This design comes from an exercise in tuning for small area, a short achievable clock period and few clock cycles on the open sky130 flow, not from production work. At most, simulation tests tie the RTL to the original design; equivalence was not proved. For runs 1 and 2, only the layout was checked, not whether the RTL still works. No activity file was given, so power comes from the tool's default toggle rates.

### design/flow/flow/run.sh
#!/bin/bash
set -e
export SETUP_SLACK_MARGIN=8.5
bash standard.sh > standard.log 2>&1
### design/flow/standard.sh
#!/bin/bash
# synth_recipe.tcl (not shown) runs the flow's synth.tcl, then flattens the netlist and writes it again
# the make line also repeats each setting of config.mk as NAME=value (left out here)
make -C /OpenROAD-flow-scripts/flow DESIGN_CONFIG=/design/flow/config.mk WORK_HOME=/design/flow/orfs CLKGATE_MAP_FILE= SYNTH_SCRIPT=/design/flow/synth_recipe.tcl "${@:-finish}"
### design/flow/config.mk
export PLATFORM = sky130hd
export DESIGN_NAME = png_unfilter
export DESIGN_NICKNAME = png_unfilter
export VERILOG_FILES = /design/flow/design.v
export SDC_FILE = /design/flow/constraint.sdc
export NUM_CORES = 4
export LEC_CHECK = 0
export CAP_MARGIN = 20
export CORE_MARGIN = 2
export CORE_UTILIZATION = 40
export CTS_BUF_LIST = sky130_fd_sc_hd__clkbuf_4 sky130_fd_sc_hd__clkbuf_8
export PLACE_DENSITY = 0.6
export SLEW_MARGIN = 20
### design/flow/constraint.sdc
create_clock -name core_clock -period 12.5 [get_ports {clk}]
set_input_delay 2.5000 -clock core_clock [delete_from_list [all_inputs] [get_ports {clk}]]
set_output_delay 2.5000 -clock core_clock [all_outputs]
set_load 0.01 [all_outputs]
### design/flow/design.v
module png_unfilter #(
    parameter ROWBUF_BYTES = 64
) (
    input  wire       clk,
    input  wire       rst,             
    input  wire       start,
    input  wire [7:0] cfg_width,
    input  wire [7:0] cfg_height,
    input  wire [2:0] cfg_colortype,
    input  wire [4:0] cfg_bitdepth,
    input  wire       cfg_interlace,
    input  wire       in_valid,
    output wire       in_ready,
    input  wire [7:0] in_data,
    output wire       out_valid,
    input  wire       out_ready,
    output wire [7:0] out_data,
    output wire       out_last,
    output wire       busy,
    output reg        done,
    output reg        fault,
    output reg  [3:0] fault_code
);
    localparam [3:0] FC_CORRUPT_CHUNK = 4'd3;
    localparam [3:0] FC_UNSUPPORTED   = 4'd6;
    reg       busy_r;
    reg       st_check, st_run, st_drain;
    reg       inr;                  
    reg       bad;                  
    reg [7:0] W, H;
    reg       il;
    reg [8:0] cls;                  
    reg [5:0] bsel;                 
    reg [3:0] bppv;                 
    reg [6:0] mask;                 
    reg [2:0] np;                   
    reg       hn;                   
    reg       ok_r;                 
    reg [6:0] Rr;                   
    reg [7:0] phr;                  
    reg [6:0] idx1;                 
    reg [7:0] row1;                 
    reg       first_row;
    reg       expf;                 
    reg [2:0] filt;
    reg [6:0] Gn_R;
    reg [7:0] Gn_ph;
    reg       r1, r2;
    reg [8:0] xsel;                 
    reg [5:0] byp;                  
    wire ct_g  = (cfg_colortype == 3'd0) || (cfg_colortype == 3'd3);
    wire d_c1  = (cfg_bitdepth == 5'd1);
    wire d_c2  = (cfg_bitdepth == 5'd2);
    wire d_c4  = (cfg_bitdepth == 5'd4);
    wire d_c8  = (cfg_bitdepth == 5'd8);
    wire d_c16 = (cfg_bitdepth == 5'd16);
    wire [8:0] cls_in;
    assign cls_in[0] = ct_g && d_c1;
    assign cls_in[1] = ct_g && d_c2;
    assign cls_in[2] = ct_g && d_c4;
    assign cls_in[3] = ct_g && d_c8;
    assign cls_in[4] = ((cfg_colortype == 3'd0) && d_c16) || ((cfg_colortype == 3'd4) && d_c8);
    assign cls_in[5] = (cfg_colortype == 3'd2) && d_c8;
    assign cls_in[6] = ((cfg_colortype == 3'd4) && d_c16) || ((cfg_colortype == 3'd6) && d_c8);
    assign cls_in[7] = (cfg_colortype == 3'd2) && d_c16;
    assign cls_in[8] = (cfg_colortype == 3'd6) && d_c16;
    wire w_ok = cls_in[0] | cls_in[1] |
                (cls_in[2] & (cfg_width <= 8'd128)) | (cls_in[3] & (cfg_width <= 8'd64)) |
                (cls_in[4] & (cfg_width <= 8'd32))  | (cls_in[5] & (cfg_width <= 8'd21)) |
                (cls_in[6] & (cfg_width <= 8'd16))  | (cls_in[7] & (cfg_width <= 8'd10)) |
                (cls_in[8] & (cfg_width <= 8'd8));
    wire ok_in = w_ok && (cfg_width != 8'd0) && (cfg_height != 8'd0);
    wire [6:0] mask_in = cfg_interlace ?
                             {(cfg_width > 8'd0) && (cfg_height > 8'd1),
                              (cfg_width > 8'd1) && (cfg_height > 8'd0),
                              (cfg_width > 8'd0) && (cfg_height > 8'd2),
                              (cfg_width > 8'd2) && (cfg_height > 8'd0),
                              (cfg_width > 8'd0) && (cfg_height > 8'd4),
                              (cfg_width > 8'd4) && (cfg_height > 8'd0),
                              1'b1}
                           : 7'b0000001;
    wire [6:0] cand = mask & ~((7'd2 << np) - 7'd1);
    reg  [2:0] nxt;
    always @(*) begin
        casez (cand)
            7'b??????1: nxt = 3'd0;
            7'b?????10: nxt = 3'd1;
            7'b????100: nxt = 3'd2;
            7'b???1000: nxt = 3'd3;
            7'b??10000: nxt = 3'd4;
            7'b?100000: nxt = 3'd5;
            default:    nxt = 3'd6;
        endcase
    end
    wire [2:0] gp = np;
    reg  [2:0] ky;
    reg  [1:0] sy;
    always @(*) begin
        if (!il) begin
            ky = 3'd0; sy = 2'd0;
        end else begin
            case (gp)
                3'd0:    begin ky = 3'd7; sy = 2'd3; end
                3'd1:    begin ky = 3'd7; sy = 2'd3; end
                3'd2:    begin ky = 3'd3; sy = 2'd3; end
                3'd3:    begin ky = 3'd3; sy = 2'd2; end
                3'd4:    begin ky = 3'd1; sy = 2'd2; end
                3'd5:    begin ky = 3'd1; sy = 2'd1; end
                default: begin ky = 3'd0; sy = 2'd1; end
            endcase
        end
    end
    wire [1:0] e = cls[0] ? 2'd3 : cls[1] ? 2'd2 : cls[2] ? 2'd1 : 2'd0;
    reg  [5:0] K;
    reg  [2:0] Sh;
    always @(*) begin
        if (!il) begin
            case (e)
                2'd3:    begin K = 6'd7; Sh = 3'd3; end
                2'd2:    begin K = 6'd3; Sh = 3'd2; end
                2'd1:    begin K = 6'd1; Sh = 3'd1; end
                default: begin K = 6'd0; Sh = 3'd0; end
            endcase
        end else begin
            case ({gp, e})
                {3'd0, 2'd0}: begin K = 6'd7;  Sh = 3'd3; end
                {3'd0, 2'd1}: begin K = 6'd15; Sh = 3'd4; end
                {3'd0, 2'd2}: begin K = 6'd31; Sh = 3'd5; end
                {3'd0, 2'd3}: begin K = 6'd63; Sh = 3'd6; end
                {3'd1, 2'd0}: begin K = 6'd3;  Sh = 3'd3; end
                {3'd1, 2'd1}: begin K = 6'd11; Sh = 3'd4; end
                {3'd1, 2'd2}: begin K = 6'd27; Sh = 3'd5; end
                {3'd1, 2'd3}: begin K = 6'd59; Sh = 3'd6; end
                {3'd2, 2'd0}: begin K = 6'd3;  Sh = 3'd2; end
                {3'd2, 2'd1}: begin K = 6'd7;  Sh = 3'd3; end
                {3'd2, 2'd2}: begin K = 6'd15; Sh = 3'd4; end
                {3'd2, 2'd3}: begin K = 6'd31; Sh = 3'd5; end
                {3'd3, 2'd0}: begin K = 6'd1;  Sh = 3'd2; end
                {3'd3, 2'd1}: begin K = 6'd5;  Sh = 3'd3; end
                {3'd3, 2'd2}: begin K = 6'd13; Sh = 3'd4; end
                {3'd3, 2'd3}: begin K = 6'd29; Sh = 3'd5; end
                {3'd4, 2'd0}: begin K = 6'd1;  Sh = 3'd1; end
                {3'd4, 2'd1}: begin K = 6'd3;  Sh = 3'd2; end
                {3'd4, 2'd2}: begin K = 6'd7;  Sh = 3'd3; end
                {3'd4, 2'd3}: begin K = 6'd15; Sh = 3'd4; end
                {3'd5, 2'd0}: begin K = 6'd0;  Sh = 3'd1; end
                {3'd5, 2'd1}: begin K = 6'd2;  Sh = 3'd2; end
                {3'd5, 2'd2}: begin K = 6'd6;  Sh = 3'd3; end
                {3'd5, 2'd3}: begin K = 6'd14; Sh = 3'd4; end
                {3'd6, 2'd1}: begin K = 6'd1;  Sh = 3'd1; end
                {3'd6, 2'd2}: begin K = 6'd3;  Sh = 3'd2; end
                {3'd6, 2'd3}: begin K = 6'd7;  Sh = 3'd3; end
                default:      begin K = 6'd0;  Sh = 3'd0; end
            endcase
        end
    end
    wire [8:0] wsum = {1'b0, W} + {3'd0, K};
    wire [8:0] q    = wsum >> Sh;                            
    wire [8:0] q3   = q + ((cls[5] | cls[7]) ? {q[7:0], 1'b0} : 9'd0);
    reg  [6:0] geomR;
    always @(*) begin
        case (1'b1)
            cls[4], cls[7]: geomR = {q3[5:0], 1'b0};
            cls[6]:         geomR = {q3[4:0], 2'b00};
            cls[8]:         geomR = {q3[3:0], 3'b000};
            default:        geomR = q3[6:0];
        endcase
    end
    wire [8:0] hsum = {1'b0, H} + {6'd0, ky};
    wire [7:0] ph   = hsum >> sy;
    reg        Lv;                  
    reg        v0, v1, v2;          
    reg  [8:0] E0, E1, E2;          
    assign in_ready  = inr;
    assign busy      = busy_r;
    assign out_valid = v0;
    assign out_data  = E0[7:0];
    assign out_last  = E0[8];
    wire fire    = in_valid & inr;
    wire fire_f  = fire & expf;
    wire fire_d  = fire & ~expf;
    wire bad_in  = (in_data > 8'd4);
    wire last_in_row = (idx1 == Rr);
    wire last_row    = (row1 == phr);
    wire final_d = fire_d & last_in_row & last_row & ~hn;
    wire stop    = final_d | (fire_f & bad_in);
    wire pop = v0 & out_ready;
    wire v0_n = Lv | v1 | (v0 & ~pop);
    wire v1_n = Lv ? (v1 | (v0 & ~pop)) : (v2 | (v1 & ~pop));
    wire v2_n = Lv ? (v2 | (v1 & ~pop)) : (v2 & ~pop);
    wire space_ok = ~v1_n | (~v2_n & ~fire_d);
    wire drained  = ~v0_n;
    always @(posedge clk) begin
        if (rst) begin
            busy_r     <= 1'b0;
            st_check   <= 1'b0;
            st_run     <= 1'b0;
            st_drain   <= 1'b0;
            inr        <= 1'b0;
            done       <= 1'b0;
            fault      <= 1'b0;
            fault_code <= 4'd0;
            bad        <= 1'b0;
        end else begin
            st_check <= 1'b0;
            if (!busy_r) begin
                if (start) begin
                    busy_r     <= 1'b1;
                    st_check   <= 1'b1;
                    done       <= 1'b0;
                    fault      <= 1'b0;
                    fault_code <= 4'd0;
                    bad        <= 1'b0;
                end
            end else if (st_check) begin
                if (!ok_r) begin
                    busy_r     <= 1'b0;
                    fault      <= 1'b1;
                    fault_code <= FC_UNSUPPORTED;
                end else begin
                    st_run <= 1'b1;
                    inr    <= 1'b1;
                end
            end else if (st_run) begin
                inr <= ~stop & space_ok;
                if (stop) begin
                    st_run   <= 1'b0;
                    st_drain <= 1'b1;
                end
                if (fire_f && bad_in)
                    bad <= 1'b1;
            end else if (st_drain) begin
                if (drained) begin
                    st_drain <= 1'b0;
                    busy_r   <= 1'b0;
                    if (bad) begin
                        fault      <= 1'b1;
                        fault_code <= FC_CORRUPT_CHUNK;
                    end else begin
                        done <= 1'b1;
                    end
                end
            end
        end
    end
    always @(posedge clk) begin
        if (!busy_r && start) begin
            W    <= cfg_width;
            H    <= cfg_height;
            il   <= cfg_interlace;
            cls  <= cls_in;
            ok_r <= ok_in;
            mask <= mask_in;
            np   <= 3'd0;
            bsel <= {cls_in[8], cls_in[7], cls_in[6], cls_in[5], cls_in[4],
                     cls_in[0] | cls_in[1] | cls_in[2] | cls_in[3]};
            bppv <= cls_in[8] ? 4'd8 : cls_in[7] ? 4'd6 : cls_in[6] ? 4'd4 :
                    cls_in[5] ? 4'd3 : cls_in[4] ? 4'd2 : 4'd1;
        end
        Gn_R  <= geomR;
        Gn_ph <= ph;
        r1   <= (Rr == 7'd1);
        r2   <= (Rr == 7'd2);
        xsel <= 9'd0;
        case (Rr)
            7'd3:  xsel[0] <= 1'b1;
            7'd4:  xsel[1] <= 1'b1;
            7'd5:  xsel[2] <= 1'b1;
            7'd6:  xsel[3] <= 1'b1;
            7'd7:  xsel[4] <= 1'b1;
            7'd8:  xsel[5] <= 1'b1;
            7'd9:  xsel[6] <= 1'b1;
            7'd10: xsel[7] <= 1'b1;
            default: xsel[8] <= 1'b1;
        endcase
        begin : segsel
            reg [6:0] n;
            reg [4:0] m;
            n = Rr - 7'd11;
            if (n >= 7'd32) begin
                m = n - 7'd22;
                byp[5] <= 1'b0;
            end else begin
                m = n[4:0];
                byp[5] <= 1'b1;
            end
            byp[4:0] <= ~m;
        end
        if (st_check) begin
            np        <= nxt;
            hn        <= |cand;
            Rr        <= geomR;
            phr       <= ph;
            idx1      <= 7'd1;
            ge        <= 1'b0;
            row1      <= 8'd1;
            first_row <= 1'b1;
            expf      <= 1'b1;
        end else begin
            if (fire_f && !bad_in) begin
                filt <= in_data[2:0];
                expf <= 1'b0;
            end
            if (fire_d) begin
                if (last_in_row) begin
                    idx1 <= 7'd1;
                    ge   <= 1'b0;
                    expf <= 1'b1;
                    if (last_row) begin
                        np        <= nxt;
                        hn        <= |cand;
                        Rr        <= Gn_R;
                        phr       <= Gn_ph;
                        row1      <= 8'd1;
                        first_row <= 1'b1;
                    end else begin
                        row1      <= row1 + 8'd1;
                        first_row <= 1'b0;
                    end
                end else begin
                    idx1 <= idx1 + 7'd1;
                    ge   <= (idx1 >= {3'd0, bppv});
                end
            end
        end
    end
    reg  [7:0] S [0:8];             
    reg  [7:0] ch [0:52];           
    reg  [7:0] Y1, Y2;              
    reg  [7:0] NB;                  
    reg  [7:0] Hb [0:7];            
    wire [7:0] o0 = byp[0] ? S[8] : ch[0];
    wire [7:0] o1 = byp[1] ? o0   : ch[2];
    wire [7:0] o2 = byp[2] ? o1   : ch[6];
    wire [7:0] o3 = byp[3] ? o2   : ch[14];
    wire [7:0] o4 = byp[4] ? o3   : ch[30];
    wire [7:0] o5 = byp[5] ? o4   : ch[52];
    wire [7:0] X = ({8{xsel[0]}} & S[0]) | ({8{xsel[1]}} & S[1]) | ({8{xsel[2]}} & S[2]) |
                   ({8{xsel[3]}} & S[3]) | ({8{xsel[4]}} & S[4]) | ({8{xsel[5]}} & S[5]) |
                   ({8{xsel[6]}} & S[6]) | ({8{xsel[7]}} & S[7]) | ({8{xsel[8]}} & o5);
    wire [7:0] b_i = first_row ? 8'd0 : NB;
    reg        ge;                                   
    reg  [7:0] bL, cL, in_d;
    wire [7:0] c_i = ge ? (Lv ? (bsel[0] ? bL : Hb[1]) : Hb[0]) : 8'd0;
    wire        sgn = (b_i < c_i);
    wire [10:0] c3  = {3'b000, c_i} + {2'b00, c_i, 1'b0};
    wire [10:0] t   = c3 - {2'b00, b_i, 1'b0};
    wire [10:0] w   = c3 - {3'b000, b_i};
    reg        aokL, lastL, sgnL, tn0L, tn1L, wa0L, wa1L;
    reg  [7:0] tL;
    reg  [8:0] wL;
    always @(posedge clk) begin
        in_d  <= in_data;
        bL    <= b_i;
        cL    <= c_i;
        aokL  <= ge;
        lastL <= last_in_row;
        sgnL  <= sgn;
        tn0L  <= t[10];
        tn1L  <= ~t[10] & (|t[9:8]);
        wa0L  <= w[10];
        wa1L  <= |w[10:9];
        tL    <= t[7:0];
        wL    <= w[8:0];
    end
    wire [7:0] a_t = ({8{bsel[0]}} & S[0]) | ({8{bsel[1]}} & S[1]) | ({8{bsel[2]}} & S[2]) |
                     ({8{bsel[3]}} & S[3]) | ({8{bsel[4]}} & S[5]) | ({8{bsel[5]}} & S[7]);
    wire [7:0] a   = aokL ? a_t : 8'd0;
    wire [7:0] ra = in_d + a;
    wire [7:0] rb = in_d + bL;
    wire [7:0] rc = in_d + cL;
    wire [9:0] savg = {2'b00, a} + {2'b00, bL} + {1'b0, in_d, 1'b0};
    wire [7:0] ravg = savg[8:1];
    wire [7:0] aq  = a ^ {8{sgnL}};
    wire [7:0] bq  = bL ^ {8{sgnL}};
    wire [7:0] tq  = tL ^ {8{sgnL}};
    wire [8:0] wq  = wL ^ {9{sgnL}};
    wire       tnv = sgnL ? tn1L : tn0L;
    wire       wal = sgnL ? wa1L : wa0L;
    wire pickA = (aq >= bq) | (~tnv & (aq <= tq));
    wire pickB = wal | ({aq, sgnL} >= wq);
    wire [7:0] paeth = pickA ? ra : (pickB ? rb : rc);
    reg [7:0] recon;
    always @(*) begin
        case (filt)
            3'd1:    recon = ra;
            3'd2:    recon = rb;
            3'd3:    recon = ravg;
            3'd4:    recon = paeth;
            default: recon = in_d;
        endcase
    end
    integer k;
    always @(posedge clk) begin
        if (Lv & (fire_d ? r2 : r1))
            NB <= recon;
        else if (fire_d)
            NB <= Lv ? X : Y1;
        else
            NB <= Lv ? Y1 : (r1 ? S[0] : Y2);
        if (Lv) begin
            S[0] <= recon;
            for (k = 1; k < 9; k = k + 1)
                S[k] <= S[k-1];
            ch[0] <= S[8];
            ch[1] <= o0;
            ch[2] <= ch[1];
            ch[3] <= o1;
            for (k = 4; k < 7; k = k + 1)
                ch[k] <= ch[k-1];
            ch[7] <= o2;
            for (k = 8; k < 15; k = k + 1)
                ch[k] <= ch[k-1];
            ch[15] <= o3;
            for (k = 16; k < 31; k = k + 1)
                ch[k] <= ch[k-1];
            ch[31] <= o4;
            for (k = 32; k < 53; k = k + 1)
                ch[k] <= ch[k-1];
            Y1 <= r2 ? recon : X;
            Y2 <= Y1;
            Hb[0] <= bsel[0] ? bL : Hb[1];
            Hb[1] <= bsel[1] ? bL : Hb[2];
            Hb[2] <= bsel[2] ? bL : Hb[3];
            Hb[3] <= bsel[3] ? bL : Hb[4];
            Hb[4] <= Hb[5];
            Hb[5] <= bsel[4] ? bL : Hb[6];
            Hb[6] <= Hb[7];
            Hb[7] <= bL;
        end
    end
    wire [8:0] newe = {lastL, recon};
    always @(posedge clk) begin
        if (pop ? ~v1 : ~v0)
            E0 <= newe;
        else if (pop)
            E0 <= E1;
        if (pop ? ~v2 : ~v1)
            E1 <= newe;
        else if (pop)
            E1 <= E2;
        if (pop || !v2)
            E2 <= newe;
    end
    always @(posedge clk) begin
        if (rst) begin
            Lv <= 1'b0;
            v0 <= 1'b0;
            v1 <= 1'b0;
            v2 <= 1'b0;
        end else begin
            Lv <= fire_d;
            v0 <= v0_n;
            v1 <= v1_n;
            v2 <= v2_n;
        end
    end
endmodule
==> run summary, run 1 <==
* Status: complete, no violations
* Vertical die dimension at 290 um
* Total length of routed wires at a little over 70 mm
* Count of endpoints failing setup in the final report at 0
* Critical Path Slowest Stage Cell: sky130_fd_sc_hd__a2111o_1
* Number of global-route vias before repair at 19200
* Leading post-synthesis cells by cell area: sky130_fd_sc_hd__edfxtp_1 (60%), sky130_fd_sc_hd__dfxtp_1 (8.0%), sky130_fd_sc_hd__ha_1 (4.4%), sky130_fd_sc_hd__mux2_2 (3.7%), sky130_fd_sc_hd__xnor2_1 (2.3%)
* Clock tree skew after final layout at ~35 ps
* Largest stage delay on the critical path at between 400 and 500 ps
* Area fraction of the dominant cell type after synthesis at between 50% and 60%
* Final period demand of the worst path at 5180 ps
* WL/cell at 19.7 um
* Standard cell area after detailed placement at around 35000 um2
* Clock tree from TritonCTS: built
* Top FF cell, synth: sky130_fd_sc_hd__edfxtp_1
* Number of flops mapped to enable cells by yosys at 651
* Clock edge transition at the registers on the reported setup and hold paths at around 60 ps
* Net count after synthesis at ~2400
* Cell area after synthesis at 32600 um2
* Fmax at approximately 0.19 GHz
* Via count normalized by instance count at 5.30
* Setup repair after global routing missed its margin: true
* Horizontal die dimension at just under 300 um
* Area of combinational cells with multiple inputs at roughly 11000 um2
* Combinational Power Share at around 14%
* Fraction of power consumed by sequential logic at 48.4%
* Cell depth of the worst min-delay path at 0
* Gr ovfl total at 0
* Placeable core region at between 80000 and 90000 um2
* Hpwl dp at 46.0 mm
* Hold Vio Cnt, Final at 0
* Pin slew with the least headroom to its limit at between 1000 and 1500 ps
* Total track usage at approximately 17%
* Origin of the worst min-delay path: ch[35][2]
* Crit path max fanout at 4
* Required time of the critical path at around 13000 ps
* Setup TNS after final layout at 0 ps
* Endpoint of the worst hold-timing path: ch[36][2]
* Type of the most critical hold path: reg2reg
* Synthesized instance count at 2250
* Leakage power total at between 0.01 and 0.015 uW
* Post-route ant nets at 0
* Fraction of final layout cells with drive strength greater than 1 at between 20 and 30%
* Share of the yosys chip area belonging to registers at between 60% and 70%
* Critical Setup Path Class: reg2reg
* Power, Total at between 6000 and 7000 uW
* Arrival time of the worst setup path at roughly 5700 ps
* Number of cells on the worst reg-to-reg path at 25
* Sink count of the clock tree at 781
* Launch point of the worst path: cls[1]
* Headroom to the max-slew limit at a little under a quarter
* Flip-flop and latch count after synthesis at 781
* Final worst path period share at 41.4%
* Number of antenna violations at the first check in global routing at 3
* Number of buffers created by CTS at 120
* Hold-fix buffers, CTS at 0
* Post-Route Utilization at between 40% and 50%
* Htree depth at 3
* Number of top-level design ports at 56
* Clk root buf: sky130_fd_sc_hd__clkbuf_8
* Switching share of total power at roughly 25%
* Number of buffer and inverter stages on the critical path at 3
* Final standard cell area without fillers at 39100 um2
* FF-to-FF End: Rr[5]
* Worst-case hold slack at 407 ps
* First-pass GRT wire length at 109 mm
* Part of the power in the clock network at 38.0%
* Layout-stage area growth over the synthesis result at 20.0%
* Distinct cells, synth at 83
* Switching power of the nets at about 1500 uW
* Reg-to-reg critical path startpoint: cls[1]
* Cell area power density at approximately 150 nW/um2
* Cell type contributing the most total cell area after synthesis: sky130_fd_sc_hd__edfxtp_1
* Fin. max-slew vios at 0
* Fraction of registers with async set or reset after synthesis at 0%
* Ranking of synthesized cells by instance count: sky130_fd_sc_hd__edfxtp_1 (651), sky130_fd_sc_hd__dfxtp_1 (130), sky130_fd_sc_hd__nor2_1 (121), sky130_fd_sc_hd__ha_1 (115), sky130_fd_sc_hd__a21oi_1 (111)
* Remaining design rule violation count at 0
* Cell family with most CP delay: compound AO/OA/AOI/OAI gates
* DR iter-0 viols at about 1600
* Internal cell power at 4540 uW
* Worst setup SP type: flop
* Number of optimization iterations in the first detailed-route pass at 5
* Die area at around 84000 um2
* IR drop worst, VDD at just under 0.00009 V
* Pin count of the biggest net entering global routing at 95
* Number of filler instances in the final layout at between 6000 and 7000
* Maximum number of buffers from clock root to sink at 3
* Synthesized area per cell at ~15 um2
* Count leader, synth: sky130_fd_sc_hd__edfxtp_1
* GP Congestion at slightly above 0.9
* Sequential standard cell area at about 22000 um2
* Via count of the routed design at approximately 19000
* Floorplan row count at 104
* Clk Latency, worst-skew pair at about 750 ps
* Buffers added on ports at 54
* Count of yosys warnings during synthesis at 4
* R2R Setup Slk at around 7300 ps
* Number of nets in the final layout at 2636
* Max-Cap Viols at 0
* Initial Utilization at 40.4%
* Type of destination of the critical path: flop
-- per-stage QoR --
stage | setup WS [ps] | instances
floorplan | 5260 | 2250
global placement | 6890 | 3307
detailed placement | 6880 | 3307
CTS | 7370 | 3590
global route | 7090 | 3635
finish | 7320 | 3635
-- cell usage in the layout, fill, tap and decap left out, types with 14 or more instances in the layout --
master,Yosys,layout
sky130_fd_sc_hd__a21o_1,36,36
sky130_fd_sc_hd__a21oi_1,111,89
sky130_fd_sc_hd__a21oi_2,0,22
sky130_fd_sc_hd__a221oi_1,17,14
sky130_fd_sc_hd__a22oi_1,46,31
sky130_fd_sc_hd__a22oi_2,0,15
sky130_fd_sc_hd__and2_1,20,19
sky130_fd_sc_hd__buf_4,2,87
sky130_fd_sc_hd__buf_6,1,24
sky130_fd_sc_hd__clkbuf_4,0,40
sky130_fd_sc_hd__clkbuf_8,0,131
sky130_fd_sc_hd__clkdlybuf4s50_1,0,28
sky130_fd_sc_hd__clkinv_1,0,25
sky130_fd_sc_hd__clkinv_2,0,14
sky130_fd_sc_hd__dfxtp_1,130,122
sky130_fd_sc_hd__edfxtp_1,651,651
sky130_fd_sc_hd__ha_1,115,102
sky130_fd_sc_hd__inv_1,107,92
sky130_fd_sc_hd__mux2_2,106,99
sky130_fd_sc_hd__mux2_4,14,21
sky130_fd_sc_hd__mux2i_1,36,33
sky130_fd_sc_hd__nand2_1,103,97
sky130_fd_sc_hd__nand2b_1,25,23
sky130_fd_sc_hd__nand3_1,43,40
sky130_fd_sc_hd__nor2_1,121,116
sky130_fd_sc_hd__nor2b_1,20,17
sky130_fd_sc_hd__nor3_1,29,27
sky130_fd_sc_hd__o21a_1,15,14
sky130_fd_sc_hd__o21ai_0,55,40
sky130_fd_sc_hd__o22ai_1,22,17
sky130_fd_sc_hd__xnor2_1,87,74
sky130_fd_sc_hd__xor2_1,31,30
-- layout make-up --
class | instances | share of cell area [%]
flip-flops and latches | 781 | 56.6
well taps | 1060 | 3.39
diodes | 2 | 0.0128
repair buffers | 170 | 4.07
clock buffers | 171 | 5.37
multi-input cells | 1285 | 28.0
clock inverters | 58 | 1.41
inverters | 108 | 1.08
-- how the worst max path moves through the flow --
stage | cells after the start | slack (ps) | to
final | 25 | 7320 | Rr[5]
after global routing | 26 | 7090 | Rr[5]
after global placement | 20 | 6890 | Rr[6]
after CTS | 26 | 7370 | Rr[5]
after floorplan | 17 | 5260 | wa1L
after detailed placement | 21 | 6880 | Rr[6]
-- worst register-to-register path, stage by stage (launching register included) --
cell and delay [ps]:
sky130_fd_sc_hd__edfxtp_1 440, sky130_fd_sc_hd__or2_4 300, sky130_fd_sc_hd__clkinv_4 70, sky130_fd_sc_hd__ha_4 160, sky130_fd_sc_hd__inv_4 40, sky130_fd_sc_hd__o31ai_4 230, sky130_fd_sc_hd__a22oi_2 120, sky130_fd_sc_hd__ha_1 330
sky130_fd_sc_hd__a211o_1 290, sky130_fd_sc_hd__a2111o_1 460, sky130_fd_sc_hd__o311ai_4 100, sky130_fd_sc_hd__nand2_1 100, sky130_fd_sc_hd__and3_4 180, sky130_fd_sc_hd__o32ai_4 270, sky130_fd_sc_hd__nor2b_4 200, sky130_fd_sc_hd__ha_4 140
sky130_fd_sc_hd__inv_2 40, sky130_fd_sc_hd__fa_2 400, sky130_fd_sc_hd__nor2b_1 130, sky130_fd_sc_hd__o21ai_1 70, sky130_fd_sc_hd__nand2b_1 120, sky130_fd_sc_hd__xnor2_2 150, sky130_fd_sc_hd__mux2i_1 100, sky130_fd_sc_hd__o211ai_1 160
sky130_fd_sc_hd__o21ai_1 110, sky130_fd_sc_hd__mux2_4 260
-- flip-flops by register name, summed over array words and instances, names as in the netlist, 9 cells and up --
register  flops
E0            9
E1            9
E2            9
Hb           64
S            72
ch          424
wL            9
xsel          9
-- per-layer routing --
metal | up-vias | GRT usage, % | routed length (um)
met1 | 9597 | 23.9 | 33000
li1 | 8994 | - | -
met3 | 125 | 3.51 | 4330
met4 | 0 | 5.01 | 1540
met5 | - | 0 | 0
met2 | 539 | 25.9 | 32600
-- power groups by stage --
stage / sequential [uW] / clock, uW / combinational (uW)
final: 2930 / 2300 / 827
after global routing: 2940 / 2490 / 898
after CTS: 2930 / 2360 / 752
after detailed placement: 2990 / 0 / 665
after global placement: 2980 / 0 / 655
after floorplan: 2930 / 0 / 539
-- cell families after synthesis --
| group | Yosys count | share of synthesized area (%) |
|---|---|---|
| AOI/OAI and AO/OA | 450 | 9.49 |
| muxes | 157 | 5.48 |
| adders and majority gates | 133 | 5.48 |
| other | 1 | 0.0115 |
| DFF | 781 | 67.9 |
| buffers and inverters | 185 | 2.19 |
| and+or+nand+nor | 425 | 6.30 |
| xor gates and xnor gates | 118 | 3.17 |
-- timing repair --
item,CTS,global route
setup buffers,52,41
resized for setup,137,117
endpoints found under the setup margin,212,87
pin swaps,38,55
cloned,2,2
==> inputs of run 2 (changes only) <==
--- a/design/flow/config.mk
+++ b/design/flow/config.mk
@@ -9,5 +9,4 @@
 export CORE_MARGIN = 2
 export CORE_UTILIZATION = 40
-export CTS_BUF_LIST = sky130_fd_sc_hd__clkbuf_4 sky130_fd_sc_hd__clkbuf_8
 export PLACE_DENSITY = 0.6
 export SLEW_MARGIN = 20
==> run 2 against run 1 <==
Routed wire length is 0.56% lower. Utilization up 0.091 points. Critical path depth unchanged. Hold slack got worse by 1.0 ps. Sequential cell count unchanged. Sequential share of layout area fell by 0.12 points. Total power grew 3.4%. Via count is 1.2% lower. Critical path type unchanged. Critical endpoint unchanged. Largest cell class unchanged. Highest routed layer unchanged.
==> run summary, run 2 <==
* Status: complete, no violations
* Critical Setup Path Class: reg2reg
* Clk root buf: sky130_fd_sc_hd__clkbuf_16
* Met2 wire length at 32.6 mm (about the same)
* Cell depth of the worst min-delay path at 0 (unchanged)
* Leading post-synthesis cells by cell area: sky130_fd_sc_hd__edfxtp_1 (60%), sky130_fd_sc_hd__dfxtp_1 (8.0%), sky130_fd_sc_hd__ha_1 (4.4%), sky130_fd_sc_hd__mux2_2 (3.7%), sky130_fd_sc_hd__xnor2_1 (2.3%)
* Hold Vio Cnt, Final at 0 (unchanged)
* Final period demand of the worst path at 5190 ps (+11.8 ps)
* Cell family with most CP delay: compound AO/OA/AOI/OAI gates
* Net count after synthesis at 2420 (unchanged)
* Largest stage delay on the critical path at 460 ps (about the same)
* Clock tree from TritonCTS: built
* Largest registers in the final layout: ch (424), S (72), Hb (64)
* Final worst path period share at 41.5% (+0.094 points)
* Met3 wire length at 3.62 mm (-16%)
* Top metal layer carrying routed signals: met4
* DP Cell Count at 3307 (unchanged)
* Via count of the routed design at 19000 (-1.2%)
* Pin slew with the least headroom to its limit at 1140 ps (-7.59 ps)
* Leading cell type in the layout, fill and taps excluded: sky130_fd_sc_hd__edfxtp_1
* Headroom to the max-slew limit at 24.3% (+1.0 points)
* Number of top-level design ports at 56 (unchanged)
* Post-route met1 wirelength at 33.0 mm (about the same)
* Clock tree skew after final layout at 19.2 ps (-15.3 ps)
* Cell area after synthesis at 32600 um2 (unchanged)
* Worst setup SP type: flop
* Buffers added on ports at 54 (unchanged)
* Arrival time of the worst setup path at 5570 ps (-110 ps)
* Number of nets in the final layout at 2598 (-1.4%)
* Setup TNS after final layout at 0 ps (unchanged)
* Clock edge transition at the registers on the reported setup and hold paths at 60 ps (about the same)
* Remaining design rule violation count at 0 (unchanged)
* Htree depth at 3 (unchanged)
* Top library cells by usage in the layout, fill and taps aside: sky130_fd_sc_hd__edfxtp_1 (651), sky130_fd_sc_hd__dfxtp_1 (123), sky130_fd_sc_hd__nor2_1 (116)
* Post-route insts no fill at 3551 (-2.3%)
* Number of cells on the worst reg-to-reg path at 25 (unchanged)
* Layout-stage area growth over the synthesis result at 20.2%
* Worst-case hold slack at 406 ps (-1.05 ps)
* Hold-fix buffers, CTS at 0 (unchanged)
* Number of optimization iterations in the first detailed-route pass at 5 (unchanged)
* Count of endpoints failing setup in the final report at 0 (unchanged)
* Number of buffer and inverter stages on the critical path at 3 (unchanged)
* Distinct cells, synth at 83 (unchanged)
* Area of combinational cells with multiple inputs at 11000 um2 (+0.31%)
* Largest register by flop count: ch
* Total track usage at 16.7% (-0.085 points)
* Via count normalized by instance count at 5.36 (+1.2%)
* Share of the yosys chip area belonging to registers at 67.9% (unchanged)
* Hpwl dp at 46.0 mm (unchanged)
* Synthesized area per cell at 14.5 um2 (unchanged)
* Vertical die dimension at 290 um (unchanged)
* Fraction of registers with async set or reset after synthesis at 0% (unchanged)
* Fraction of final layout cells with drive strength greater than 1 at 22.8% (-2.2 points)
* Number of flip-flops in the largest register at 424 (unchanged)
* Gr ovfl total at 0 (unchanged)
* Synthesized instance count at 2250 (unchanged)
* Number of stages on the worst setup path at 25 (unchanged)
* Number of flops mapped to enable cells by yosys at 651 (unchanged)
* Pin count of the biggest net entering global routing at 188 (+98%)
* IR drop worst, VDD at 0.000105 V (+21%)
* Sink count of the clock tree at 781 (unchanged)
* Sequential standard cell area at 22200 um2 (about the same)
* Maximum number of buffers from clock root to sink at 3 (unchanged)
* Post-route ant nets at 0 (unchanged)
* Fmax at 0.193 GHz (-0.23%)
* Total length of routed wires at 71.1 mm (-0.56%)
* Number of antenna violations at the first check in global routing at 1 (-2)
* Number of buffers created by CTS at 80 (-33%)
* Leakage power total at 0.0142 uW (-0.41%)
* Number of global-route vias before repair at 18800 (-1.8%)
* Clk Latency, worst-skew pair at 630 ps (-120 ps)
* Ranking of synthesized cells by instance count: sky130_fd_sc_hd__edfxtp_1 (651), sky130_fd_sc_hd__dfxtp_1 (130), sky130_fd_sc_hd__nor2_1 (121), sky130_fd_sc_hd__ha_1 (115), sky130_fd_sc_hd__a21oi_1 (111)
* Top FF cell, synth: sky130_fd_sc_hd__edfxtp_1
* Count leader, synth: sky130_fd_sc_hd__edfxtp_1
* Type of destination of the critical path: flop
* Fin. max-slew vios at 0 (unchanged)
* Placeable core region at 80700 um2 (unchanged)
* Count of yosys warnings during synthesis at 4 (unchanged)
* Floorplan row count at 104 (unchanged)
* Max-Cap Viols at 0 (unchanged)
* Crit path max fanout at 4 (unchanged)
* Power, Total at 6260 uW (+3.4%)
* Least setup slack across all paths after layout at 7310 ps (-11.8 ps)
* Pre-CTS setup slack at 6880 ps (unchanged)
* Area fraction of the dominant cell type after synthesis at 59.9% (unchanged)
* Number of filler instances in the final layout at 6830 (-0.81%)
* Die area at 83900 um2 (unchanged)
* GP Congestion at 0.930 (unchanged)
* Horizontal die dimension at 290 um (unchanged)
* Required time of the critical path at 12880 ps (-120 ps)
* DR iter-0 viols at 1521 (-3.2%)
* Setup repair after global routing missed its margin: true
* Initial Utilization at 40.4% (unchanged)
* Critical Path Slowest Stage Cell: sky130_fd_sc_hd__a2111o_1
* First-pass GRT wire length at 109 mm (-0.67%)
* Type of the most critical hold path: reg2reg
* WL/cell at 20.0 um (+1.8%)
* Cell type contributing the most total cell area after synthesis: sky130_fd_sc_hd__edfxtp_1
* Flip-flop and latch count after synthesis at 781 (unchanged)
* Cell area power density at 160 nW/um2 (+3.2%)
[run 2: timing repair]
| item | 4_1_cts | 5_1_grt |
|---|---|---|
| resized for setup | 154 | 98 |
| setup endpoints to repair | 224 | 73 |
| cloned | 1 | 1 |
| setup buffers | 65 | 32 |
| pin swaps | 52 | 52 |
[run 2: worst register-to-register path, stage by stage, from the launching register on]
cell and delay [ps]:
sky130_fd_sc_hd__edfxtp_1 440, sky130_fd_sc_hd__or2_4 300, sky130_fd_sc_hd__clkinv_4 70, sky130_fd_sc_hd__ha_4 160, sky130_fd_sc_hd__inv_4 40, sky130_fd_sc_hd__o31ai_4 230, sky130_fd_sc_hd__a22oi_2 120, sky130_fd_sc_hd__ha_1 330
sky130_fd_sc_hd__a211o_1 290, sky130_fd_sc_hd__a2111o_1 460, sky130_fd_sc_hd__o311ai_4 100, sky130_fd_sc_hd__nand2_1 100, sky130_fd_sc_hd__and3_4 180, sky130_fd_sc_hd__o32ai_4 270, sky130_fd_sc_hd__nor2b_4 200, sky130_fd_sc_hd__ha_4 140
sky130_fd_sc_hd__inv_2 40, sky130_fd_sc_hd__fa_2 400, sky130_fd_sc_hd__nor2b_1 130, sky130_fd_sc_hd__o21ai_1 60, sky130_fd_sc_hd__nand2b_1 120, sky130_fd_sc_hd__xnor2_2 150, sky130_fd_sc_hd__mux2i_1 100, sky130_fd_sc_hd__o211ai_1 160
sky130_fd_sc_hd__o21ai_1 100, sky130_fd_sc_hd__mux2_4 260
[run 2: worst paths after layout]
kind,start,to,slack [ps]
worst max-delay path,cls[1],Rr[5],7310
worst min-delay path,ch[1][2],ch[2][2],410
worst max register to register,cls[1],Rr[5],7310
worst min register to register,ch[1][2],ch[2][2],410
[run 2: area by class of cell]
class	count	area share, %
multi-input combinational	1285	28.1
timing repair buffer	172	3.93
inverter	108	1.08
clock inverter	45	1.53
clock buffer	99	5.50
tap	1060	3.38
antenna	1	0.00638
sequential	781	56.5
[run 2: stage by stage]
step / area, um2 / utilization [%]
3_5_place_dp: 34600 / 42.9
3_3_place_gp: 34600 / 42.9
6_report: 39200 / 48.6
4_1_cts: 38500 / 47.8
5_1_grt: 39200 / 48.6
2_1_floorplan: 33000 / -
[run 2: power by group]
| group | internal [uW] | switching, uW |
|---|---|---|
| Clock | 1500 | 999 |
| Combinational | 404 | 433 |
| Sequential | 2860 | 70.5 |
| Total | 4760 | 1500 |
[run 2: cell families after synthesis]
logic type / share of synthesized area (%)
compound gates: 9.49
xor+xnor: 3.17
fa+ha+maj: 5.48
buf+inv: 2.19
flops: 67.9
mux: 5.48
other cells: 0.0115
simple gates: 6.30
[run 2: layer usage]
metal / vias up / global-route usage, %
met5: - / 0
met4: 0 / 5.18
met3: 130 / 3.03
met2: 485 / 26.0
met1: 9522 / 23.8
li1: 8891 / -
==> inputs of run 3 (changes only) <==
--- a/design/flow/design.v
+++ b/design/flow/design.v
@@ -36,5 +36,8 @@
     reg [2:0] np;                   
     reg       hn;                   
-    reg       ok_r;                 
+    reg       init;                 
+    reg       lir;                  
+    reg       lr;                   
+    reg       rr1;                  
     reg [6:0] Rr;                   
     reg [7:0] phr;                  
@@ -44,6 +47,7 @@
     reg       expf;                 
     reg [2:0] filt;
-    reg [6:0] Gn_R;
+    reg [8:0] Gq;                   
     reg [7:0] Gn_ph;
+    reg       Gq1, Gph1;            
     reg       r1, r2;
     reg [8:0] xsel;                 
@@ -65,20 +69,19 @@
     assign cls_in[7] = (cfg_colortype == 3'd2) && d_c16;
     assign cls_in[8] = (cfg_colortype == 3'd6) && d_c16;
-    wire w_ok = cls_in[0] | cls_in[1] |
-                (cls_in[2] & (cfg_width <= 8'd128)) | (cls_in[3] & (cfg_width <= 8'd64)) |
-                (cls_in[4] & (cfg_width <= 8'd32))  | (cls_in[5] & (cfg_width <= 8'd21)) |
-                (cls_in[6] & (cfg_width <= 8'd16))  | (cls_in[7] & (cfg_width <= 8'd10)) |
-                (cls_in[8] & (cfg_width <= 8'd8));
-    wire ok_in = w_ok && (cfg_width != 8'd0) && (cfg_height != 8'd0);
-    wire [6:0] mask_in = cfg_interlace ?
-                             {(cfg_width > 8'd0) && (cfg_height > 8'd1),
-                              (cfg_width > 8'd1) && (cfg_height > 8'd0),
-                              (cfg_width > 8'd0) && (cfg_height > 8'd2),
-                              (cfg_width > 8'd2) && (cfg_height > 8'd0),
-                              (cfg_width > 8'd0) && (cfg_height > 8'd4),
-                              (cfg_width > 8'd4) && (cfg_height > 8'd0),
+    wire w_ok = cls[0] | cls[1] |
+                (cls[2] & (W <= 8'd128)) | (cls[3] & (W <= 8'd64)) |
+                (cls[4] & (W <= 8'd32))  | (cls[5] & (W <= 8'd21)) |
+                (cls[6] & (W <= 8'd16))  | (cls[7] & (W <= 8'd10)) |
+                (cls[8] & (W <= 8'd8));
+    wire cfg_ok = w_ok && (W != 8'd0) && (H != 8'd0);
+    wire [6:0] mask_c = il ? {(W > 8'd0) && (H > 8'd1),
+                              (W > 8'd1) && (H > 8'd0),
+                              (W > 8'd0) && (H > 8'd2),
+                              (W > 8'd2) && (H > 8'd0),
+                              (W > 8'd0) && (H > 8'd4),
+                              (W > 8'd4) && (H > 8'd0),
                               1'b1}
                            : 7'b0000001;
-    wire [6:0] cand = mask & ~((7'd2 << np) - 7'd1);
+    wire [6:0] cand = (st_check ? mask_c : mask) & ~((7'd2 << np) - 7'd1);
     reg  [2:0] nxt;
     always @(*) begin
@@ -157,5 +160,5 @@
     wire [8:0] wsum = {1'b0, W} + {3'd0, K};
     wire [8:0] q    = wsum >> Sh;                            
-    wire [8:0] q3   = q + ((cls[5] | cls[7]) ? {q[7:0], 1'b0} : 9'd0);
+    wire [8:0] q3   = Gq + ((cls[5] | cls[7]) ? {Gq[7:0], 1'b0} : 9'd0);
     reg  [6:0] geomR;
     always @(*) begin
@@ -167,4 +170,5 @@
         endcase
     end
+    wire geomR1 = Gq1 & (cls[0] | cls[1] | cls[2] | cls[3]);
     wire [8:0] hsum = {1'b0, H} + {6'd0, ky};
     wire [7:0] ph   = hsum >> sy;
@@ -181,7 +185,6 @@
     wire fire_d  = fire & ~expf;
     wire bad_in  = (in_data > 8'd4);
-    wire last_in_row = (idx1 == Rr);
-    wire last_row    = (row1 == phr);
-    wire final_d = fire_d & last_in_row & last_row & ~hn;
+    wire last_in_row = lir;
+    wire final_d = fire_d & lir & lr & ~hn;
     wire stop    = final_d | (fire_f & bad_in);
     wire pop = v0 & out_ready;
@@ -214,5 +217,5 @@
                 end
             end else if (st_check) begin
-                if (!ok_r) begin
+                if (!cfg_ok) begin
                     busy_r     <= 1'b0;
                     fault      <= 1'b1;
@@ -250,6 +253,4 @@
             il   <= cfg_interlace;
             cls  <= cls_in;
-            ok_r <= ok_in;
-            mask <= mask_in;
             np   <= 3'd0;
             bsel <= {cls_in[8], cls_in[7], cls_in[6], cls_in[5], cls_in[4],
@@ -258,6 +259,8 @@
                     cls_in[5] ? 4'd3 : cls_in[4] ? 4'd2 : 4'd1;
         end
-        Gn_R  <= geomR;
+        Gq    <= q;
+        Gq1   <= (q == 9'd1);
         Gn_ph <= ph;
+        Gph1  <= (ph == 8'd1);
         r1   <= (Rr == 7'd1);
         r2   <= (Rr == 7'd2);
@@ -287,13 +290,11 @@
             byp[4:0] <= ~m;
         end
+        init <= st_check;
         if (st_check) begin
+            mask      <= mask_c;
             np        <= nxt;
             hn        <= |cand;
-            Rr        <= geomR;
-            phr       <= ph;
             idx1      <= 7'd1;
             ge        <= 1'b0;
-            row1      <= 8'd1;
-            first_row <= 1'b1;
             expf      <= 1'b1;
         end else begin
@@ -302,22 +303,31 @@
                 expf <= 1'b0;
             end
+            if (init || (fire_d && lir && lr)) begin
+                Rr        <= geomR;
+                phr       <= Gn_ph;
+                lir       <= geomR1;
+                rr1       <= geomR1;
+                lr        <= Gph1;
+                row1      <= 8'd1;
+                first_row <= 1'b1;
+                if (!init) begin
+                    np <= nxt;
+                    hn <= |cand;
+                end
+            end
             if (fire_d) begin
-                if (last_in_row) begin
+                if (lir) begin
                     idx1 <= 7'd1;
                     ge   <= 1'b0;
                     expf <= 1'b1;
-                    if (last_row) begin
-                        np        <= nxt;
-                        hn        <= |cand;
-                        Rr        <= Gn_R;
-                        phr       <= Gn_ph;
-                        row1      <= 8'd1;
-                        first_row <= 1'b1;
-                    end else begin
+                    if (!lr) begin
                         row1      <= row1 + 8'd1;
+                        lr        <= (row1 + 8'd1 == phr);
+                        lir       <= rr1;
                         first_row <= 1'b0;
                     end
                 end else begin
                     idx1 <= idx1 + 7'd1;
+                    lir  <= (idx1 + 7'd1 == Rr);
                     ge   <= (idx1 >= {3'd0, bppv});
                 end
==> run 3 against run 2 <==
First-iteration DRC count is 10% lower. Combinational power fell by 16%. Clock power fell by 2%. Clock skew increased by 11 ps. Global-route usage down 0.39 points. Sequential power increased by 3%. Synthesized area rose by 0.56%. Setup slack gained 1200 ps. Non-clock buffer count is 81 lower. Largest power group unchanged.
==> run summary, run 3 <==
* Crit-path cells: clkdlybuf4s50_1, nand2_1, or2_4, nand2_1, a21boi_4, inv_1, o221a_1
* Post-Synth Simple-Gate Area at 6.87% (+0.57 points)
* Cell type contributing the most total cell area after synthesis: sky130_fd_sc_hd__edfxtp_1
* Required time of the critical path at 13000 ps (+120 ps)
* Post-synthesis xor/xnor area fraction at 3.12% (-0.044 points)
* Arrival time of the worst setup path at 4470 ps (-1100 ps)
* Sink count of the clock tree at 787 (+0.77%)
* Main combinational cell family by area after synthesis: compound AO/OA/AOI/OAI gates
* Hold Vio Cnt, Final at 0 (unchanged)
* Leakage power total at 0.0134 uW (-5.6%)
* Via count of the routed design at 18800 (-1.1%)
* Total track usage at 16.3% (-0.39 points)
* Number of global-route vias before repair at 18900 (+0.090%)
* Top FF cell, synth: sky130_fd_sc_hd__edfxtp_1
* Placeable core region at 81600 um2 (+1.1%)
* Hold-fix buffers, CTS at 0 (unchanged)
* DP Cell Count at 3350 (+1.3%)
* Internal cell power at 4680 uW (-1.7%)
* Standard cell area after detailed placement at 34600 um2 (-0.14%)
* Clock tree skew after final layout at 30.1 ps (+10.9 ps)
* Cell area after synthesis at 32800 um2 (+0.56%)
* Synthesized instance count at 2298 (+2.1%)
* Fraction of power consumed by sequential logic at 48.9% (+2.1 points)
* Vertical die dimension at 290 um (+0.27%)
* Area fraction of the dominant cell type after synthesis at 60.1% (+0.22 points)
* Largest registers in the final layout: ch (424), S (72), Hb (64)
* Fmax at 0.252 GHz (+31%)
* Type of the most critical hold path: reg2reg
* Pin slew with the least headroom to its limit at 1150 ps (+14.0 ps)
* Share of the yosys chip area belonging to registers at 68.1% (+0.17 points)
* Gr ovfl total at 0 (unchanged)
* Synthesized area per cell at 14.3 um2 (-1.5%)
* Antenna diode count at 0 (-1)
* Flip-flop and latch count after synthesis at 787 (+0.77%)
* Total length of routed wires at 69.3 mm (-2.4%)
* Clock edge transition at the registers on the reported setup and hold paths at 60 ps (about the same)
* Clock tree from TritonCTS: built
* Critical Setup Path Class: in2reg
* Worst-case hold slack at 398 ps (-7.94 ps)
* Cell family with most CP delay: simple AND/OR/NAND/NOR gates
* Layout-stage area growth over the synthesis result at 15.8%
* Count of endpoints failing setup in the final report at 0 (unchanged)
* Setup repair after global routing missed its margin: true
* Status: complete, no violations
* Number of filler instances in the final layout at 7059 (+3.4%)
* Hpwl dp at 46.1 mm (+0.22%)
* Switching share of total power at 24.2% (+0.24 points)
* Setup TNS after final layout at 0 ps (unchanged)
* Number of buffers created by CTS at 83 (+3.8%)
* Crit path max fanout at 25 (+21)
* Launch point of the worst path: in_valid
* Initial Utilization at 40.2% (-0.23 points)
* IR drop worst, VDD at 0.000114 V (+8.6%)
* Adder-cell area share of the yosys netlist at 5.52% (+0.038 points)
* Sequential standard cell area at 22300 um2 (+0.82%)
* Number of optimization iterations in the first detailed-route pass at 5 (unchanged)
* Via count normalized by instance count at 5.34 (-0.35%)
* Headroom to the max-slew limit at 23.4% (-0.93 points)
* Top library cells by usage in the layout, fill and taps aside: sky130_fd_sc_hd__edfxtp_1 (657), sky130_fd_sc_hd__nor2_1 (125), sky130_fd_sc_hd__nand2_1 (122)
* Part of the power in the clock network at 39.8% (about the same)
* Number of antenna violations at the first check in global routing at 0 (-1)
* DR iter-0 viols at 1362 (-10%)
* Pin count of the biggest net entering global routing at 210 (+12%)
* Reg-to-reg critical path startpoint: cls[2]
* Remaining design rule violation count at 0 (unchanged)
* Count of yosys warnings during synthesis at 4 (unchanged)
* Number of top-level design ports at 56 (unchanged)
* Cell repeated most along the worst path: sky130_fd_sc_hd__nand2_1
* Final standard cell area without fillers at 38000 um2 (-3.1%)
* Horizontal die dimension at 290 um (+0.27%)
* Maximum number of buffers from clock root to sink at 3 (unchanged)
* Max-Cap Viols at 0 (unchanged)
* Die area at 84300 um2 (+0.55%)
* Combinational Power Share at 11.4% (-2.0 points)
* Number of buffer and inverter stages on the critical path at 2 (-1)
* Critical Path Slowest Stage Cell: sky130_fd_sc_hd__clkdlybuf4s50_1
* Fin. max-slew vios at 0 (unchanged)
* Floorplan row count at 105 (+0.96%)
* Number of flops mapped to enable cells by yosys at 657 (+0.92%)
* Post-synthesis compound-gate area fraction at 9.86% (+0.37 points)
* Final worst path period share at 31.7% (-9.8 points)
* Largest stage delay on the critical path at 470 ps (about the same)
* Buffers added on ports at 54 (unchanged)
* Clk root buf: sky130_fd_sc_hd__clkbuf_16
* Fraction of registers with async set or reset after synthesis at 0% (unchanged)
* Distinct cells, synth at 82 (-1.2%)
* Post-route ant nets at 0 (unchanged)
* Leading post-synthesis cells by cell area: sky130_fd_sc_hd__edfxtp_1 (60%), sky130_fd_sc_hd__dfxtp_1 (7.9%), sky130_fd_sc_hd__ha_1 (4.4%), sky130_fd_sc_hd__mux2_2 (2.7%), sky130_fd_sc_hd__xnor2_1 (2.3%)
* Share of cell area taken by muxes after synthesis at 4.48% (-0.99 points)
* Clk Latency, worst-skew pair at 630 ps (about the same)
* Area of combinational cells with multiple inputs at 10300 um2 (-6.4%)
* Number of flip-flops in the largest register at 424 (unchanged)
* Htree depth at 3 (unchanged)
* Ranking of synthesized cells by instance count: sky130_fd_sc_hd__edfxtp_1 (657), sky130_fd_sc_hd__dfxtp_1 (130), sky130_fd_sc_hd__nor2_1 (127), sky130_fd_sc_hd__nand2_1 (123), sky130_fd_sc_hd__a21oi_1 (119)
* Largest register by flop count: ch
* Fraction of final layout cells with drive strength greater than 1 at 15.0% (-7.8 points)
* Final period demand of the worst path at 3970 ps (-1220 ps)
* Worst setup SP type: input port
* Count leader, synth: sky130_fd_sc_hd__edfxtp_1
* Number of nets in the final layout at 2558 (-1.5%)
* Cell area power density at 163 nW/um2 (+1.8%)
* Origin of the worst min-delay path: Gn_ph[3]
* First-pass GRT wire length at 108 mm (-0.37%)
* Post-route insts no fill at 3526 (-0.70%)
* Net count after synthesis at 2469 (+2.0%)
* GP Congestion at 0.886 (-4.8%)
* Power, Total at 6180 uW (-1.4%)
* Leading cell type in the layout, fill and taps excluded: sky130_fd_sc_hd__edfxtp_1
* Switching power of the nets at 1500 uW (-0.38%)
* Type of destination of the critical path: flop
* WL/cell at 19.7 um (-1.7%)
## run 3: cell types whose count changed after synthesis, moves of 7 or more
cell,previous run,this run
sky130_fd_sc_hd__clkbuf_1,60,69
sky130_fd_sc_hd__inv_1,107,86
sky130_fd_sc_hd__o22ai_1,22,14
sky130_fd_sc_hd__nand2_1,103,123
sky130_fd_sc_hd__a311oi_1,8,1
sky130_fd_sc_hd__a21oi_1,111,119
sky130_fd_sc_hd__a211oi_1,17,32
sky130_fd_sc_hd__mux2_2,106,80
sky130_fd_sc_hd__o21ai_0,55,83
sky130_fd_sc_hd__or2_2,7,14
sky130_fd_sc_hd__nor3b_1,12,5
## run 3: path summary, 6_finish.rpt
path	slack (ps)	endpoint	cells after the start
worst max-delay path	8530	NB[7]	7
worst min register to register	400	phr[3]	0
worst max register to register	8620	Gq1	16
worst min-delay path	400	phr[3]	0
## run 3: per-stage QoR
stage               utilization [%]  setup slack [ps]
floorplan                         -              5080
global placement               42.4              7520
detailed placement             42.4              7550
CTS                            46.1              8500
global route                   46.6              8320
finish                         46.6              8530
## run 3: cell type report
type	count	area share, %
inverter	89	0.889
clock inverter	47	1.31
tap	1070	3.52
multi-input combinational	1335	27.1
clock buffer	107	6.00
timing repair buffer	91	2.38
sequential	787	58.8
## run 3: kinds of logic (layout without fill, tap and decap cells)
kind of cell	count (synthesis)	in the layout
flip-flops	787	787
AO/OA/AOI/OAI	487	487
AND/OR/NAND/NOR	465	465
buffers and inverters	176	334
adder cells (fa/ha/maj)	135	135
multiplexers	130	130
XOR/XNOR	117	117
other	1	1
## run 3: timing repair
action | CTS | global route
gates cloned | 0 | 1
gates resized for setup | 58 | 54
setup buffers | 12 | 9
pin swaps | 2 | 7
endpoints found under the setup margin | 95 | 77
endpoints found under the hold margin | 0 | 0
## run 3: metal layers
layer	wire, um	GRT usage [%]	vias to the layer above
li1	-	-	8881
met1	31100	22.3	9345
met2	32600	26.4	492
met3	3700	3.15	110
met4	1900	4.89	0
met5	0	0	-
## run 3: power groups by stage
stage          sequential [uW]  clock, uW  combinational, uW
3_3_place_gp              3070          0                651
3_5_place_dp              3080          0                672
5_1_grt                   3030       2630                780
2_1_floorplan             3000          0                551
4_1_cts                   3020       2530                686
6_report                  3020       2460                702
Testbench counts of run 3, summed over its fixed seeds: cycles 111,622.
==> inputs of run 4 (changes only) <==
--- a/design/flow/config.mk
+++ b/design/flow/config.mk
@@ -9,4 +9,6 @@
 export CORE_MARGIN = 2
 export CORE_UTILIZATION = 40
+export CTS_CLUSTER_DIAMETER = 150
+export CTS_CLUSTER_SIZE = 30
 export PLACE_DENSITY = 0.6
 export SLEW_MARGIN = 20
==> run 4 against run 3 <==
Combinational power up 0.7%. Clock-buffer cell count down 55. Total power down 20%. Routed wire length down 2.4%. Synthesized area unchanged. Sequential share of layout area up 3.0 points. Synthesized cell count unchanged. Die area unchanged. Still clean.
==> run summary, run 4 <==
* Fraction of registers with async set or reset after synthesis at 0% (unchanged)
* Floorplan row count at 105 (unchanged)
* Buffers added on ports at 54 (unchanged)
* Final period demand of the worst path at 3950 ps (-17.3 ps)
* WL/cell at 19.7 um (+0.17%)
* Area fraction of the dominant cell type after synthesis at 60.1% (unchanged)
* Remaining design rule violation count at 0 (unchanged)
* Max-Cap Viols at 0 (unchanged)
* Most crowded layer after global routing: met2
* Crit-path cells: dlygate4sd2_1
* Final worst path period share at 31.6% (-0.14 points)
* Clk root buf: sky130_fd_sc_hd__clkbuf_16
* Number of buffers created by CTS at 30 (-64%)
* Htree depth at 1 (-2)
* Largest registers in the final layout: ch (424), S (72), Hb (64)
* Pin count of the biggest net entering global routing at 210 (unchanged)
* Setup repair after global routing missed its margin: true
* Horizontal die dimension at 290 um (unchanged)
* Leakage power total at 0.0125 uW (-6.7%)
* Maximum number of buffers from clock root to sink at 3 (unchanged)
* Headroom to the max-slew limit at 28.1% (+4.7 points)
* Initial Utilization at 40.2% (unchanged)
* Number of buffer and inverter stages on the critical path at 1 (-1)
* Number of optimization iterations in the first detailed-route pass at 5 (unchanged)
* Met1 usage in global routing at 21.8% (-0.55 points)
* Number of flip-flops in the largest register at 424 (unchanged)
* Post-Route Utilization at 44.3% (-2.3 points)
* Clock tree skew after final layout at 17.9 ps (-12.2 ps)
* Number of antenna violations at the first check in global routing at 0 (unchanged)
* Fin. max-slew vios at 0 (unchanged)
* Antenna diode count at 0 (unchanged)
* Critical Path Slowest Stage Cell: sky130_fd_sc_hd__edfxtp_1
* Number of flops mapped to enable cells by yosys at 657 (unchanged)
* Total track usage at 15.7% (-0.58 points)
* Post-route ant nets at 0 (unchanged)
* Critical Setup Path Class: reg2out
* Vertical die dimension at 290 um (unchanged)
* Met2 capacity usage during global routing at 25.9% (-0.44 points)
* Type of the most critical hold path: reg2reg
* Synthesized area per cell at 14.3 um2 (unchanged)
* Clock tree from TritonCTS: built
* Total length of routed wires at 67.7 mm (-2.4%)
* Arrival time of the worst setup path at 1450 ps (-3020 ps)
* Via count normalized by instance count at 5.38 (+0.84%)
* Sink count of the clock tree at 787 (unchanged)
* IR drop worst, VDD at 0.000108 V (-5.8%)
* Fraction of final layout cells with drive strength greater than 1 at 12.0% (-3.0 points)
* Cell area after synthesis at 32800 um2 (unchanged)
* Distinct cells, synth at 82 (unchanged)
* Status: complete, no violations
* Worst setup SP type: flop
* Count leader, synth: sky130_fd_sc_hd__edfxtp_1
* Hold Vio Cnt, Final at 0 (unchanged)
* GP Congestion at 0.886 (unchanged)
* Leading post-synthesis cells by cell area: sky130_fd_sc_hd__edfxtp_1 (60%), sky130_fd_sc_hd__dfxtp_1 (7.9%), sky130_fd_sc_hd__ha_1 (4.4%), sky130_fd_sc_hd__mux2_2 (2.7%), sky130_fd_sc_hd__xnor2_1 (2.3%)
* Via count of the routed design at 18500 (-1.8%)
* Hold-fix buffers, CTS at 0 (unchanged)
* Largest stage delay on the critical path at 480 ps (about the same)
* Clk Latency, worst-skew pair at 660 ps (+30 ps)
* Fmax at 0.253 GHz (+0.44%)
* DR iter-0 viols at 1492 (+9.5%)
* Top FF cell, synth: sky130_fd_sc_hd__edfxtp_1
* First-pass GRT wire length at 105 mm (-2.9%)
* Gr ovfl total at 0 (unchanged)
* Clock edge transition at the registers on the reported setup and hold paths at 120 ps (+60 ps)
* Top library cells by usage in the layout, fill and taps aside: sky130_fd_sc_hd__edfxtp_1 (657), sky130_fd_sc_hd__nor2_1 (126), sky130_fd_sc_hd__nand2_1 (122)
* Layout-stage area growth over the synthesis result at 10.2%
* Number of global-route vias before repair at 18200 (-3.3%)
* Pin slew with the least headroom to its limit at 1080 ps (-70.0 ps)
* Number of nets in the final layout at 2512 (-1.8%)
* Count of yosys warnings during synthesis at 4 (unchanged)
* Net count after synthesis at 2469 (unchanged)
* Synthesized instance count at 2298 (unchanged)
* Die area at 84300 um2 (unchanged)
* Cell type contributing the most total cell area after synthesis: sky130_fd_sc_hd__edfxtp_1
* Hpwl dp at 46.1 mm (unchanged)
* Type of destination of the critical path: output port
* Placeable core region at 81600 um2 (unchanged)
* Largest register by flop count: ch
* Required time of the critical path at 10000 ps (-3000 ps)
* Leading cell type in the layout, fill and taps excluded: sky130_fd_sc_hd__edfxtp_1
* GR met3 Demand/Resource at 2.61% (-0.54 points)
* Crit path max fanout at 1 (-96%)
* Flip-flop and latch count after synthesis at 787 (unchanged)
* Number of top-level design ports at 56 (unchanged)
* Cell area power density at 137 nW/um2 (-16%)
* Count of endpoints failing setup in the final report at 0 (unchanged)
* Share of the yosys chip area belonging to registers at 68.1% (unchanged)
* Ranking of synthesized cells by instance count: sky130_fd_sc_hd__edfxtp_1 (657), sky130_fd_sc_hd__dfxtp_1 (130), sky130_fd_sc_hd__nor2_1 (127), sky130_fd_sc_hd__nand2_1 (123), sky130_fd_sc_hd__a21oi_1 (119)
* Cell family with most CP delay: flip-flops
* Setup TNS after final layout at 0 ps (unchanged)
-- run 4: cell counts after synthesis --
No cell type changed its count.
-- run 4: timing repair --
item,in CTS,in global routing
endpoints found under the setup margin,79,74
cloned,0,1
buffers inserted,13,15
resized for setup,65,52
pin swaps,1,7
-- run 4: cell type report --
type                       count  area (um2)
clock buffer                  52         833
fill                        7208       45400
sequential                   787       22400
inverter                      89         338
tap                         1070        1340
timing repair buffer          98         975
clock inverter                 4        58.8
multi-input combinational   1335       10300
-- run 4: final timing paths --
kind	cells after the start	end	slack, ps	start
worst max-delay path	1	out_data[5]	8550	E0[5]
worst min-delay path	0	phr[3]	420	Gn_ph[3]
worst max register to register	17	wa1L	8620	bsel[0]
worst min register to register	0	phr[3]	420	Gn_ph[3]
-- run 4: logic make-up (layout without fill, tap and decap cells) --
group	Yosys count	after routing	synth area share, %
other	1	1	0.0114
buffers and inverters	176	243	2.07
DFF	787	787	68.1
AOI/OAI and AO/OA	487	487	9.86
xor gates and xnor gates	117	117	3.12
adders and majority gates	135	135	5.52
and+or+nand+nor	465	465	6.87
muxes	130	130	4.48
-- run 4: per-stage QoR --
stage / setup slack, ps / hold WS, ps / cell area [um2] / total power (uW) / std cells
finish: 8550 / 418 / 36200 / 4950 / 3435
global route: 8420 / 425 / 36200 / 5180 / 3435
CTS: 8510 / 416 / 35800 / 4980 / 3419
detailed placement: 7550 / 392 / 34600 / 3750 / 3350
global placement: 7520 / 391 / 34600 / 3730 / 3350
floorplan: 5080 / 329 / 32900 / 3550 / 2298
-- run 4: per-layer routing --
metal  wire, um  vias up
li1           -     8738
met1      30400     9201
met2      32100      461
met3       3510       96
met4       1590        0
met5          0        -
-- run 4: where the power goes --
group / internal (uW) / switching [uW]
Clock: 468 / 766
Combinational: 333 / 374
Sequential: 2900 / 107

[afterwards: timing with drivers on the ports]
No port has a modelled driver above. Below, the same layouts with a new extraction and two added sets of constraints. Step 1, drivers: a clkbuf_16 drives clk and a buf_2 each remaining input, both assumed. Step 2 also shifts input and output timing later by t, the mid clock arrival at the registers, as if the neighbouring blocks saw the same clock. Three values: ideal, step 1, step 2; two values: the first two.
run	t, ns	setup WS [ns]	worst setup path at the end
run 1	0.790	7.320 / 7.320 / 7.320	register to register
run 2	0.683	7.308 / 7.308 / 7.308	register to register
run 3	0.688	8.532 / 8.522 / 7.866	input to register
run 4	0.718	8.549 / 8.479 / 7.866	input to register
After both steps every run listed still meets setup and hold. For run 4, which loses most, drivers alone change the setup slack by -0.070 ns; drivers and shift together by -0.683 ns.
